Source: an optimization exercise on an open RTL-to-GDS flow (aim: small area, a short achievable clock period and few clock cycles). Production flows keep margins and buffers that such runs may drop. RTL that was checked went through simulation tests only; none was proved equivalent to the original. Power and IR drop assume default switching activity.

== v6 ==
==> flow/design.v <==
module ice_rx (
    input  wire        clk,
    input  wire        rst,
    input  wire        in_valid,
    input  wire [7:0]  in_data,
    output wire        in_ready,
    output reg         bit_valid,
    output reg         bit_data,
    output wire        pay_valid,
    output wire [7:0]  pay_data,
    output reg         res_valid,
    output wire [1:0]  res_tag,
    output wire [3:0]  res_code,
    output wire [16:0] res_count,
    output wire [7:0]  res_f0,
    output wire [7:0]  res_f1,
    output wire [7:0]  res_f2,
    output wire [7:0]  res_f3,
    output wire [7:0]  res_f4,
    output wire [7:0]  res_decl
);
    localparam [1:0] TAG_UNREC = 2'd0, TAG_GOC = 2'd1, TAG_EIN = 2'd2, TAG_MBUS = 2'd3;
    localparam [1:0] P_IDLE = 2'd0, P_LEN_HI = 2'd1, P_LEN_LO = 2'd2, P_BODY = 2'd3;
    function [15:0] crc16_byte;
        input [15:0] c;
        input [7:0]  b;
        integer i;
        reg [15:0] x;
        begin
            x = c ^ {b, 8'h00};
            for (i = 0; i < 8; i = i + 1)
                x = x[15] ? ({x[14:0], 1'b0} ^ 16'h1021) : {x[14:0], 1'b0};
            crc16_byte = x;
        end
    endfunction
    assign in_ready = 1'b1;
    reg        v_q;
    reg [7:0]  d_q;
    reg        ws_q, wl_q, wst_q, wsp_q;    
    reg        z_q;                         
    reg        g1_q;                        
    reg [1:0]  phase;
    reg [1:0]  chan;
    reg [15:0] r;            
    reg [16:0] c;            
    reg [7:0]  hdr0, hdr1, hdr2, hdr3, hdr4, decl;
    reg [15:0] ck;           
    reg [3:0]  code;         
    reg        last;         
    reg        pv;           
    reg        ng;           
    reg        eok;          
    reg        fst;          
    reg        hz;           
    reg        done;         
    assign res_tag   = chan;
    assign res_code  = code;
    assign res_count = c;
    assign res_f0    = hdr0;
    assign res_f1    = hdr1;
    assign res_f2    = hdr2;
    assign res_f3    = hdr3;
    assign res_f4    = hdr4;
    assign res_decl  = decl;
    assign pay_data  = d_q;
    wire is_goc  = (chan == TAG_GOC);
    wire is_ein  = (chan == TAG_EIN);
    wire is_mbus = (chan == TAG_MBUS);
    wire r_hi0   = (r[15:2] == 14'd0);
    wire r_is2   = r_hi0 & (r[1:0] == 2'd2);
    wire u       = &c[16:3];
    wire [2:0] cl = c[2:0];
    assign pay_valid = v_q & pv;
    wire pv_n = (is_ein  & ~r_is2 & (~c[16] | (u & cl == 3'd7))) |
                (is_mbus & ~r_hi0 & (~c[16] | (u & cl[2:1] == 2'b11)));
    wire [7:0] b = d_q;
    wire w_s  = hz & ws_q;
    wire w_l  = hz & wl_q;
    wire w_st = hz & wst_q;
    wire w_sp = hz & wsp_q;
    wire k_odd = c[0];
    wire      err = code[3] | code[2];
    reg       ev_err;
    reg [3:0] ev_code;
    reg       ev_bit;
    reg       ev_stop;
    always @(*) begin
        ev_err  = 1'b0;
        ev_code = 4'd0;
        ev_bit  = 1'b0;
        ev_stop = 1'b0;
        if (!eok) begin
            ev_err = 1'b1; ev_code = 4'd4;
        end else if (done) begin
            ev_err = 1'b1; ev_code = 4'd5;
        end else if (k_odd) begin
            if (!w_s) begin ev_err = 1'b1; ev_code = 4'd6; end
        end else if (!(w_s | w_l | w_st | w_sp)) begin
            ev_err = 1'b1; ev_code = 4'd6;
        end else if (fst) begin
            if (!w_st) begin ev_err = 1'b1; ev_code = 4'd8; end
        end else if (w_s | w_l) begin
            ev_bit = 1'b1;
        end else if (w_sp) begin
            ev_stop = 1'b1;
        end else begin
            ev_err = 1'b1; ev_code = 4'd8;
        end
    end
    wire        edge_byte = (r[1:0] == 2'd0);
    wire        word_end  = (r[1:0] == 2'd1);
    wire        n_ng      = ng | (edge_byte & g1_q);
    wire        n_err     = err | (word_end & ev_err);
    wire        n_done    = done | (word_end & ev_stop);
    wire [16:0] c_inc    = c + 17'd1;
    wire [16:0] l_p3     = {1'b0, hdr2, hdr1[7:2], 2'b11};    
    wire [12:0] nbits    = c[13:1] - 13'd1;
    wire        len_diff = (c[16:8] != 9'd0) | (c[7:0] != decl);
    wire [7:0]  sum_n    = ck[15:8] + b;
    wire [15:0] crc_n    = crc16_byte(ck, b);
    wire        ck_bad   = (b != ck[15:8]) | (ck[7:0] != 8'd0);
    wire [15:0] len      = {r[15:8], b};
    wire        short_e  = (len[15:2] == 14'd0);
    wire        short_m  = (len[15:3] == 13'd0);
    always @(posedge clk) begin
        v_q   <= in_valid & ~rst;
        d_q   <= in_data;
        ws_q  <= (in_data >= 8'd6)  & (in_data <= 8'd14);
        wl_q  <= (in_data >= 8'd26) & (in_data <= 8'd34);
        wst_q <= (in_data >= 8'd56) & (in_data <= 8'd64);
        wsp_q <= (in_data >= 8'd86) & (in_data <= 8'd94);
        z_q   <= (in_data == 8'd0);
        g1_q  <= (in_data[7:1] != 7'd0);
    end
    always @(posedge clk) begin
        if (rst) begin
            phase     <= P_IDLE;
            pv        <= 1'b0;
            res_valid <= 1'b0;
            bit_valid <= 1'b0;
        end else begin
            res_valid <= 1'b0;
            bit_valid <= 1'b0;
            if (v_q) begin
                case (phase)
                P_IDLE: begin
                    hdr0 <= b;
                    if (b == 8'h47 || b == 8'h45 || b == 8'h4D) begin
                        chan  <= (b == 8'h47) ? TAG_GOC : (b == 8'h45) ? TAG_EIN : TAG_MBUS;
                        phase <= P_LEN_HI;
                    end else begin
                        chan      <= TAG_UNREC;
                        code      <= 4'd0;
                        c         <= 17'd1;
                        res_valid <= 1'b1;
                    end
                end
                P_LEN_HI: begin
                    r[15:8] <= b;
                    hdr2    <= b;
                    pv      <= 1'b0;
                    phase   <= P_LEN_LO;
                end
                P_LEN_LO: begin
                    r[7:0] <= b;
                    hdr1   <= b;
                    last   <= (len == 16'd1);
                    code   <= 4'd0;
                    done   <= 1'b0;
                    ck     <= is_ein ? 16'h0000 : 16'hFFFF;
                    case (chan)
                    TAG_GOC:  begin ng <= (b[1:0] != 2'd0); c <= (b[1:0] != 2'd0) ? 17'd4 : 17'd0; end
                    TAG_EIN:  begin ng <= short_e; c <= short_e ? 17'd1 : 17'h1FFFD; end
                    default:  begin ng <= short_m; c <= short_m ? 17'd1 : 17'h1FFF9; end
                    endcase
                    if (len == 16'd0) begin
                        phase     <= P_IDLE;
                        res_valid <= 1'b1;
                        c         <= 17'd0;
                        code      <= is_goc ? 4'd9 : 4'd1;
                    end else begin
                        phase <= P_BODY;
                    end
                end
                default: begin  
                    r    <= r - 16'd1;
                    last <= r_is2;
                    pv   <= pv_n & ~last;
                    ck   <= is_ein ? {sum_n, ck[7:0]} : crc_n;
                    if ((!is_goc || ng) && !last) c <= c_inc;
                    if (u) begin
                        if (is_ein) begin
                            if (cl == 3'd5) hdr0 <= b;
                            if (cl == 3'd6) hdr1 <= b;
                            if (cl == 3'd7) decl <= b;
                        end else begin
                            if (cl == 3'd1) hdr0 <= b;
                            if (cl == 3'd2) hdr1 <= b;
                            if (cl == 3'd3) hdr2 <= b;
                            if (cl == 3'd4) hdr3 <= b;
                            if (cl == 3'd5) hdr4 <= b;
                            if (cl == 3'd6) decl <= b;
                        end
                    end
                    if (is_goc) begin
                        ng <= n_ng;
                        if (edge_byte) begin
                            eok <= b[0] ^ c[0];
                            fst <= (c[13:0] == 14'd0);
                        end
                        if (r[1:0] == 2'd3) hz <= z_q;
                        if (r[1:0] == 2'd2) hz <= hz & z_q;
                        if (word_end) begin
                            if (!err) code <= ev_code;
                            done <= n_done;
                            if (!n_err) c <= c_inc;
                            if (!err && ev_bit) begin
                                bit_valid <= 1'b1;
                                bit_data  <= w_l;
                            end
                        end
                    end
                    if (last) begin
                        phase     <= P_IDLE;
                        res_valid <= 1'b1;
                        case (chan)
                        TAG_GOC: begin
                            if (n_ng) begin
                                chan <= TAG_UNREC;
                                c    <= (hdr1[1:0] != 2'd0) ? c : l_p3;
                                code <= 4'd0;
                            end else if (n_err) begin
                            end else if (!n_done) begin
                                code <= 4'd9;
                            end else begin
                                c    <= {4'd0, nbits};
                            end
                        end
                        TAG_EIN: begin
                            code <= 4'd0;
                            if (ng)            code <= 4'd1;
                            else if (len_diff) code <= 4'd2;
                            else if (ck_bad)   code <= 4'd3;
                        end
                        default: begin
                            code <= 4'd0;
                            if (ng)            code <= 4'd1;
                            else if (len_diff) code <= 4'd2;
                            else if (ck_bad)   code <= 4'd3;
                        end
                        endcase
                    end
                end
                endcase
            end
        end
    end
endmodule
Settings: LEC_CHECK=0, CAP_MARGIN=20, CORE_MARGIN=2, CORE_UTILIZATION=60, PLACE_DENSITY=0.7, SETUP_SLACK_MARGIN=4.0, SLEW_MARGIN=20; clock period 6.5 ns.
standard.sh (not shown) runs the stock make flow with config.mk's settings and CLKGATE_MAP_FILE= SYNTH_SCRIPT=/design/flow/synth_recipe.tcl, a recipe that flattens the netlist after the stock synthesis.
==> flow/flow/run.sh <==
#!/bin/bash
set -euo pipefail
bash standard.sh \
  "BUFFER_PORTS_ARGS=-buffer_cell sky130_fd_sc_hd__buf_1" \
  "MATCH_CELL_FOOTPRINT=0" \
  "CTS_ARGS=-sink_clustering_enable -repair_clock_nets -dont_use_dummy_load -sink_clustering_size 30 -sink_clustering_max_diameter 60 -buf_list sky130_fd_sc_hd__clkbuf_8" \
  finish > standard.log 2>&1
In summary, v6 completed successfully, with a layout that passed the timing, design-rule and antenna checks.
Testbench counts of v6, summed over its fixed seeds: cycles 66,736.
Here is what was changed in the inputs of v7 compared with v6.
diff --git a/flow/design.v b/flow/design.v
--- a/flow/design.v
+++ b/flow/design.v
@@ -21,5 +21,5 @@
 );
     localparam [1:0] TAG_UNREC = 2'd0, TAG_GOC = 2'd1, TAG_EIN = 2'd2, TAG_MBUS = 2'd3;
-    localparam [1:0] P_IDLE = 2'd0, P_LEN_HI = 2'd1, P_LEN_LO = 2'd2, P_BODY = 2'd3;
+    localparam [3:0] P_IDLE = 4'b0001, P_LEN_HI = 4'b0010, P_LEN_LO = 4'b0100, P_BODY = 4'b1000;
     function [15:0] crc16_byte;
         input [15:0] c;
@@ -38,7 +38,5 @@
     reg [7:0]  d_q;
     reg        ws_q, wl_q, wst_q, wsp_q;    
-    reg        z_q;                         
-    reg        g1_q;                        
-    reg [1:0]  phase;
+    reg [3:0]  phase;        
     reg [1:0]  chan;
     reg [15:0] r;            
@@ -110,5 +108,6 @@
     wire        edge_byte = (r[1:0] == 2'd0);
     wire        word_end  = (r[1:0] == 2'd1);
-    wire        n_ng      = ng | (edge_byte & g1_q);
+    wire        z_q       = (b == 8'd0);
+    wire        n_ng      = ng | (edge_byte & (b[7:1] != 7'd0));
     wire        n_err     = err | (word_end & ev_err);
     wire        n_done    = done | (word_end & ev_stop);
@@ -130,19 +129,11 @@
         wst_q <= (in_data >= 8'd56) & (in_data <= 8'd64);
         wsp_q <= (in_data >= 8'd86) & (in_data <= 8'd94);
-        z_q   <= (in_data == 8'd0);
-        g1_q  <= (in_data[7:1] != 7'd0);
     end
     always @(posedge clk) begin
-        if (rst) begin
-            phase     <= P_IDLE;
-            pv        <= 1'b0;
-            res_valid <= 1'b0;
-            bit_valid <= 1'b0;
-        end else begin
+        begin
             res_valid <= 1'b0;
             bit_valid <= 1'b0;
             if (v_q) begin
-                case (phase)
-                P_IDLE: begin
+                if (phase[0]) begin
                     hdr0 <= b;
                     if (b == 8'h47 || b == 8'h45 || b == 8'h4D) begin
@@ -156,5 +147,5 @@
                     end
                 end
-                P_LEN_HI: begin
+                if (phase[1]) begin
                     r[15:8] <= b;
                     hdr2    <= b;
@@ -162,5 +153,5 @@
                     phase   <= P_LEN_LO;
                 end
-                P_LEN_LO: begin
+                if (phase[2]) begin
                     r[7:0] <= b;
                     hdr1   <= b;
@@ -183,5 +174,5 @@
                     end
                 end
-                default: begin  
+                if (phase[3]) begin
                     r    <= r - 16'd1;
                     last <= r_is2;
@@ -237,10 +228,4 @@
                             end
                         end
-                        TAG_EIN: begin
-                            code <= 4'd0;
-                            if (ng)            code <= 4'd1;
-                            else if (len_diff) code <= 4'd2;
-                            else if (ck_bad)   code <= 4'd3;
-                        end
                         default: begin
                             code <= 4'd0;
@@ -252,6 +237,11 @@
                     end
                 end
-                endcase
             end
+        end
+        if (rst) begin
+            phase     <= P_IDLE;
+            pv        <= 1'b0;
+            res_valid <= 1'b0;
+            bit_valid <= 1'b0;
         end
     end
- Relative to v6, the maximum frequency from static timing analysis of v7 is lower by 3.9%.
- The number of gates resized after CTS reported for v7 is greater than that of v6 by 15.
- v7 vs. v6: met1 demand-to-capacity share in global routing went up by 2.6 points; global-route met3 utilization went down by 0.59 points; largest clock skew in the final design went up by 3.3 ps; largest net degree at the start of global routing went up by 18; non-clock buffer count went up by 12%.
- Status: growth of design area from synthesis to finish parity (v6, v7)
- Going from v6 to v7, die area grows by about 9%.
- Compared with v6, v7 shows a higher global-route total usage across every layer.
- On v7: total via count in the routed design is 14% higher than what v6 gave.
- Of v7 and v6, v7 shows the higher combinational-cell power consumption, with v6 below it.
- Re count of hold buffers inserted by post-cts repair: no difference whatsoever between v6 and v7.
For v7, only the layout was checked, not whether the RTL still works.

## separate check: timing with driven ports
Ports are ideal in the flow. The routed layouts listed here were re-timed in OpenROAD.
Step 1 (the two cells are an assumption about what drives the block):
set clk [get_ports {clk}]
set_driving_cell -lib_cell sky130_fd_sc_hd__clkbuf_16 $clk
set_driving_cell -lib_cell sky130_fd_sc_hd__buf_2 [delete_from_list [all_inputs] $clk]
Step 2 times the ports against the registers' clock, not the clock port: input delays grow and output delays shrink by t, the midpoint of the rising clock arrivals with the driver on.
a / b / c = ideal ports / drivers / drivers and shift; a / b = the first two.
| run | t (ns) | setup WS [ns] | worst setup path at the end |
|---|---|---|---|
| v6 | 0.471 | 3.955 / 3.955 / 3.610 | input to register |
| v7 | 0.481 | 3.850 / 3.850 / 3.850 | register to register |
After both steps every run listed still meets setup and hold. For v6, which loses most, drivers alone change the setup slack by 0.000 ns; drivers and shift together by -0.345 ns.
